Context: an optimization exercise on an open-source flow, tuned for small area, a short achievable clock period and few clock cycles. The choices shown serve that exercise and are no tape-out recipe. The RTL was checked by simulation tests, not by an equivalence proof against the original design.

Setup of the baseline:
==> flow/design.v <==
module bcd_codec (
    input  wire        clk,
    input  wire        rst,
    input  wire        start,
    input  wire        op,        
    input  wire [63:0] amt,
    input  wire [4:0]  scale,
    input  wire [47:0] bcd_in,
    output wire        ready,
    output reg         done,
    output wire        error,
    output wire [47:0] result
);
    localparam [1:0] P_DD = 2'd0, P_CAP = 2'd1, P_DEC = 2'd2;
    reg         busy;
    reg         first;     
    reg  [1:0]  phase;
    reg         op_q;
    reg         err_q;     
    reg         zero_q;    
    reg  [2:0]  ptr;       
    reg  [4:0]  sc;        
    reg         found;     
    reg  [2:0]  newtop;    
    reg  [63:0] b_q;       
    reg  [52:0] acc;       
    reg  [23:0] init;      
    reg         r_op, r_err;    
    wire last = (ptr == 3'd0) & (phase != P_CAP);
    assign ready = ~busy | last;
    wire accept = start & ready;
    reg  [63:0] groups;    
    reg  [7:0]  nze;       
    reg  [3:0]  nzd;       
    reg  [11:0] bad;
    integer i;
    always @(*) begin
        groups = 64'd0;
        for (i = 0; i < 4; i = i + 1)
            groups[16*i +: 10] = {bcd_in[12*i+8 +: 4], 6'b0} + {bcd_in[12*i+8 +: 4], 5'b0}
                               + {bcd_in[12*i+8 +: 4], 2'b0}
                               + {bcd_in[12*i+4 +: 4], 3'b0} + {bcd_in[12*i+4 +: 4], 1'b0}
                               + bcd_in[12*i +: 4];
        for (i = 0; i < 8; i = i + 1) nze[i] = |amt[8*i +: 8];
        for (i = 0; i < 4; i = i + 1) nzd[i] = |bcd_in[12*i +: 12];
        for (i = 0; i < 12; i = i + 1)
            bad[i] = bcd_in[4*i+3] & (bcd_in[4*i+2] | bcd_in[4*i+1]);
    end
    reg [7:0] ohe;
    reg [3:0] ohd;
    reg [2:0] tope, topd;
    reg [7:0] top_b;       
    reg [9:0] top_g;       
    always @(*) begin
        tope  = 3'd0;
        topd  = 3'd0;
        top_b = 8'd0;
        top_g = 10'd0;
        for (i = 0; i < 8; i = i + 1) begin
            ohe[i] = nze[i] & ~(|(nze >> (i + 1)));
            if (ohe[i]) tope = i[2:0];
            top_b = top_b | (amt[8*i +: 8] & {8{ohe[i]}});
        end
        for (i = 0; i < 4; i = i + 1) begin
            ohd[i] = nzd[i] & ~(|(nzd >> (i + 1)));
            if (ohd[i]) topd = i[2:0];
            top_g = top_g | (groups[16*i +: 10] & {10{ohd[i]}});
        end
    end
    wire quick = op ? (|bad) : (scale >= 5'd22);
    reg [11:0] md;         
    reg        mc;
    reg [3:0]  mm;
    integer    mj, mk;
    always @(*) begin
        md = 12'd0;
        for (mk = 7; mk >= 0; mk = mk - 1) begin
            mc = top_b[mk];
            for (mj = 0; mj < 3; mj = mj + 1) begin
                mm = dcell(md[4*mj +: 4]);
                md[4*mj +: 4] = {mm[2:0], mc};
                mc = mm[3];
            end
        end
    end
    wire early = op ? (|nzd[3:1]) & ~(|bad)
                    : (|nze[7:1]) & (scale <= 5'd3 || (scale >= 5'd6 && scale < 5'd22));
    reg [23:0] init_v;
    always @(*) begin
        init_v = 24'd0;
        if (early) begin
            if (op)
                init_v[13:4] = top_g;
            else
                case (scale)
                    5'd0: init_v[12 +: 12] = md;
                    5'd1: init_v[8 +: 12]  = md;
                    5'd2: init_v[4 +: 12]  = md;
                    default: init_v[0 +: 12] = md;
                endcase
        end
    end
    reg  [7:0]  psel;
    reg  [7:0]  bsel;
    reg  [9:0]  grp;
    always @(*) begin
        bsel = 8'd0;
        grp  = 10'd0;
        for (i = 0; i < 8; i = i + 1) begin
            psel[i] = (ptr == i);
            bsel = bsel | (b_q[8*i +: 8] & {8{psel[i]}});
        end
        for (i = 0; i < 4; i = i + 1)
            grp = grp | (b_q[16*i +: 10] & {10{ptr[1:0] == i}});
    end
    wire [7:0]  bits   = bsel & {8{~zero_q}};
    wire [52:0] acc_in = first ? {29'd0, init} : acc;
    function [3:0] dcell;
        input [3:0] a;
        begin
            dcell[3] = (a[2] & a[1]) | (a[2] & a[0]);
            dcell[2] = (a[3] & a[0]) | (a[2] & ~a[1] & ~a[0]);
            dcell[1] = a[3] | (~a[2] & a[1]) | (a[2] & ~a[1] & ~a[0]) | (a[1] & a[0]);
            dcell[0] = a[3] | (~a[2] & a[0]) | (a[2] & ~a[0]);
        end
    endfunction
    wire       cap_ph = (phase == P_CAP);
    wire [3:0] inj = {~cap_ph & (sc == 5'd0), ~cap_ph & (sc == 5'd1), ~cap_ph & (sc == 5'd2),
                      cap_ph | (sc[4:1] != 4'd0 && sc != 5'd2)};
    reg  [12:0] tap;
    always @(*) begin
        tap = 13'd0;
        for (i = 0; i < 13; i = i + 1) tap[i] = (sc == i + 1);
        if (sc > 5'd13) tap[12] = 1'b1;
    end
    reg [51:0] dd_acc;
    reg        dd_ovf;
    reg [7:0]  cap;
    reg        c;
    reg [3:0]  m;
    integer j, k;
    always @(*) begin
        dd_acc = acc_in[51:0];
        dd_ovf = acc_in[52];
        cap    = 8'd0;
        for (k = 7; k >= 0; k = k - 1) begin
            c = 1'b0;
            for (j = 0; j < 13; j = j + 1) begin
                if (j < 4) c = c | (bits[k] & inj[j]);
                m = dcell(dd_acc[4*j +: 4]);
                dd_acc[4*j +: 4] = {m[2:0], c};
                c = m[3];
                cap[k] = cap[k] | (c & tap[j]);
            end
            dd_ovf = dd_ovf | c;
        end
    end
    wire [39:0] h  = acc_in[43:4];
    wire [39:0] o1 = {h[29:0], 10'b0}, o2 = ~{h[34:0], 5'b0};
    wire [39:0] o3 = {h[36:0], 3'b0},  o4 = {30'd0, grp};
    wire [39:0] s1 = o1 ^ o2 ^ o3;
    wire [39:0] c1 = {((o1[38:0] & o2[38:0]) | (o1[38:0] & o3[38:0]) | (o2[38:0] & o3[38:0])), 1'b0};
    wire [39:0] s2 = s1 ^ c1 ^ o4;
    wire [39:0] c2 = {((s1[38:0] & c1[38:0]) | (s1[38:0] & o4[38:0]) | (c1[38:0] & o4[38:0])), 1'b1};
    reg  [39:0] hg, hp, ng, np, hor;
    integer s;
    always @(*) begin
        hg = s2 & c2;
        hp = s2 ^ c2;
        for (s = 1; s < 40; s = s * 2) begin
            ng = hg;
            np = hp;
            for (i = 0; i < 40; i = i + 1)
                if ((i / s) % 2 == 1) begin
                    ng[i] = hg[i] | (hp[i] & hg[(i/s)*s-1]);
                    np[i] = hp[i] & hp[(i/s)*s-1];
                end
            hg = ng;
            hp = np;
        end
        hor = s2 ^ c2 ^ {hg[38:0], 1'b0};
    end
    always @(posedge clk) begin
        if (rst) begin
            busy <= 1'b0;
            done <= 1'b0;
        end else begin
            done <= busy & last;
            if (accept)
                busy <= 1'b1;
            else if (last)
                busy <= 1'b0;
        end
    end
    wire [4:0] sc_drop = (sc > 5'd13) ? 5'd13 : sc;    
    always @(posedge clk) begin
        if (busy & last) begin
            r_op  <= op_q;
            r_err <= err_q;
        end
        init <= accept ? init_v : 24'd0;
        if (accept) begin
            first  <= 1'b1;
            op_q   <= op;
            err_q  <= |bad;
            zero_q <= ~op & (scale >= 5'd22);
            b_q    <= op ? groups : amt;
            phase  <= op ? P_DEC : (scale >= 5'd4 && scale < 5'd22) ? P_CAP : P_DD;
            ptr    <= quick ? 3'd0 : (op ? topd : tope) - {2'd0, early};
            sc     <= (scale >= 5'd4) ? scale - 5'd3 : scale;
            found  <= 1'b0;
        end else begin
            first <= 1'b0;
            ptr   <= ptr - 3'd1;
            if (phase == P_CAP) begin
                for (i = 0; i < 8; i = i + 1)
                    if (psel[i]) b_q[8*i +: 8] <= cap;
                if (~found && cap != 8'd0) begin
                    found  <= 1'b1;
                    newtop <= ptr;
                end
                if (ptr == 3'd0) begin
                    first <= 1'b1;
                    found <= 1'b0;
                    ptr   <= found ? newtop : 3'd0;
                    sc    <= (sc == sc_drop) ? 5'd3 : sc - sc_drop;
                    if (sc == sc_drop) phase <= P_DD;
                end
            end
        end
        if (phase == P_DEC)
            acc <= {acc_in[52:44], hor, acc_in[3:0]};
        else
            acc <= {dd_ovf, dd_acc};
    end
    reg  [47:0] w;
    reg  [11:0] nine;
    always @(*) begin
        for (i = 0; i < 12; i = i + 1) begin
            w[4*i +: 4] = acc[4+4*i +: 4];
            if (~r_op & acc[4+4*i+3]) w[4*i+1 +: 2] = 2'b00;
            nine[i] = acc[4+4*i+3] & acc[4+4*i];
        end
    end
    wire        rnd = acc[2] & (acc[1] | acc[0]);
    reg  [47:0] inc;
    reg  [3:0]  d;
    always @(*) begin
        for (i = 0; i < 12; i = i + 1) begin
            d = w[4*i +: 4];
            if (rnd && (&(nine | ~((12'd1 << i) - 12'd1))))
                inc[4*i +: 4] = nine[i] ? 4'd0 : d + 4'd1;
            else
                inc[4*i +: 4] = d;
        end
    end
    wire enc_ovf = acc[52] | (rnd & (&nine));
    assign result = inc;
    assign error  = r_op ? r_err : enc_ovf;
endmodule
make LEC_CHECK=0 ABC_AREA=1 CAP_MARGIN=20 CORE_MARGIN=2 CORE_UTILIZATION=40 PLACE_DENSITY=0.6 SETUP_SLACK_MARGIN=3.0 SLEW_MARGIN=20 finish   # period 8.0 ns
run.sh (not shown) runs the stock make flow with config.mk's settings and CLKGATE_MAP_FILE= SYNTH_SCRIPT=/design/flow/synth_recipe.tcl, a recipe that flattens the netlist after the stock synthesis.
Testbench counts of the baseline, summed over its fixed seeds: cycles 7,944.
--- input diff the baseline..the candidate ---
-- flow/design.v --
<<< the baseline, line 199
            r_err <= err_q;
        end
        init <= accept ? init_v : 24'd0;
        if (accept) begin
            first  <= 1'b1;
>>> the candidate, line 199
            r_err <= err_q;
        end
        if (accept) begin
            first  <= 1'b1;
<<< the baseline, line 208
            phase  <= op ? P_DEC : (scale >= 5'd4 && scale < 5'd22) ? P_CAP : P_DD;
            ptr    <= quick ? 3'd0 : (op ? topd : tope) - {2'd0, early};
            sc     <= (scale >= 5'd4) ? scale - 5'd3 : scale;
            found  <= 1'b0;
>>> the candidate, line 207
            phase  <= op ? P_DEC : (scale >= 5'd4 && scale < 5'd22) ? P_CAP : P_DD;
            ptr    <= quick ? 3'd0 : (op ? topd : tope) - {2'd0, early};
            init   <= init_v;
            sc     <= (scale >= 5'd4) ? scale - 5'd3 : scale;
            found  <= 1'b0;
<<< the baseline, line 223
                    first <= 1'b1;
                    found <= 1'b0;
                    ptr   <= found ? newtop : 3'd0;
                    sc    <= (sc == sc_drop) ? 5'd3 : sc - sc_drop;
>>> the candidate, line 223
                    first <= 1'b1;
                    found <= 1'b0;
                    init  <= 24'd0;
                    ptr   <= found ? newtop : 3'd0;
                    sc    <= (sc == sc_drop) ? 5'd3 : sc - sc_drop;
<<< the baseline, line 243
        end
    end
    wire        rnd = acc[2] & (acc[1] | acc[0]);
    reg  [47:0] inc;
    reg  [3:0]  d;
>>> the candidate, line 244
        end
    end
    wire        rnd = ~r_op & acc[2] & (acc[1] | acc[0]);
    reg  [47:0] inc;
    reg  [3:0]  d;
[summary]
- Diff the baseline and the candidate: worst reg-to-reg path cell count lower in the baseline
- Summary of the comparison: post-placement cell count is higher in the candidate, relative to the baseline.
- Reported for the baseline and the candidate, number of antenna violations at the first check in global routing turned out identical to the last digit.
- In the final design statistics, the candidate uses more standard cells in total than the baseline.
- The candidate vs. the baseline: clock distribution area overhead in the final layout decreased 0.24 points; synthesized cell count increased 24.
- The final period utilization number comes out lower for the candidate vs the baseline.
- Die size: the candidate exceeds the baseline
- Non-clock buffer total of the final layout down 10 in the candidate wrt the baseline
- The baseline and the candidate ended up with roughly the same post-synthesis mux area share.
- Delta (the candidate minus the baseline): worst relative slew slack went down 4.4 points, total vias in the final route higher.
- Between the baseline and the candidate, the worst hold slack does not differ in any meaningful way.
Testbench counts of the candidate, summed over its fixed seeds: cycles 7,944.

==> what the ideal ports hide <==
The flow's constraints put no driver on any port. The routed layouts listed below were extracted and timed again, unchanged, in two steps.
Step 1: set_driving_cell puts a clkbuf_16 on clk and a buf_2 on each other input, an assumption about the parent block.
Step 2 also shifts input and output timing later by t, the mid clock arrival at the registers, as if the neighbouring blocks saw the same clock.
Three values: ideal ports, drivers, drivers and shift; two values: the first two.
run	t (ns)	setup WS [ns]	clock arrival spread, ns	worst slew at a driven data input, ns	pins driven straight from the clock port
the baseline	0.550	3.016 / 2.971 / 2.502	0.023 / 0.023	0.07	1
the candidate	0.546	3.050 / 3.082 / 2.541	0.015 / 0.014	0.06	1
After both steps every run listed still meets setup and hold. For the baseline, which loses most, drivers alone change the setup slack by -0.045 ns; drivers and shift together by -0.514 ns.
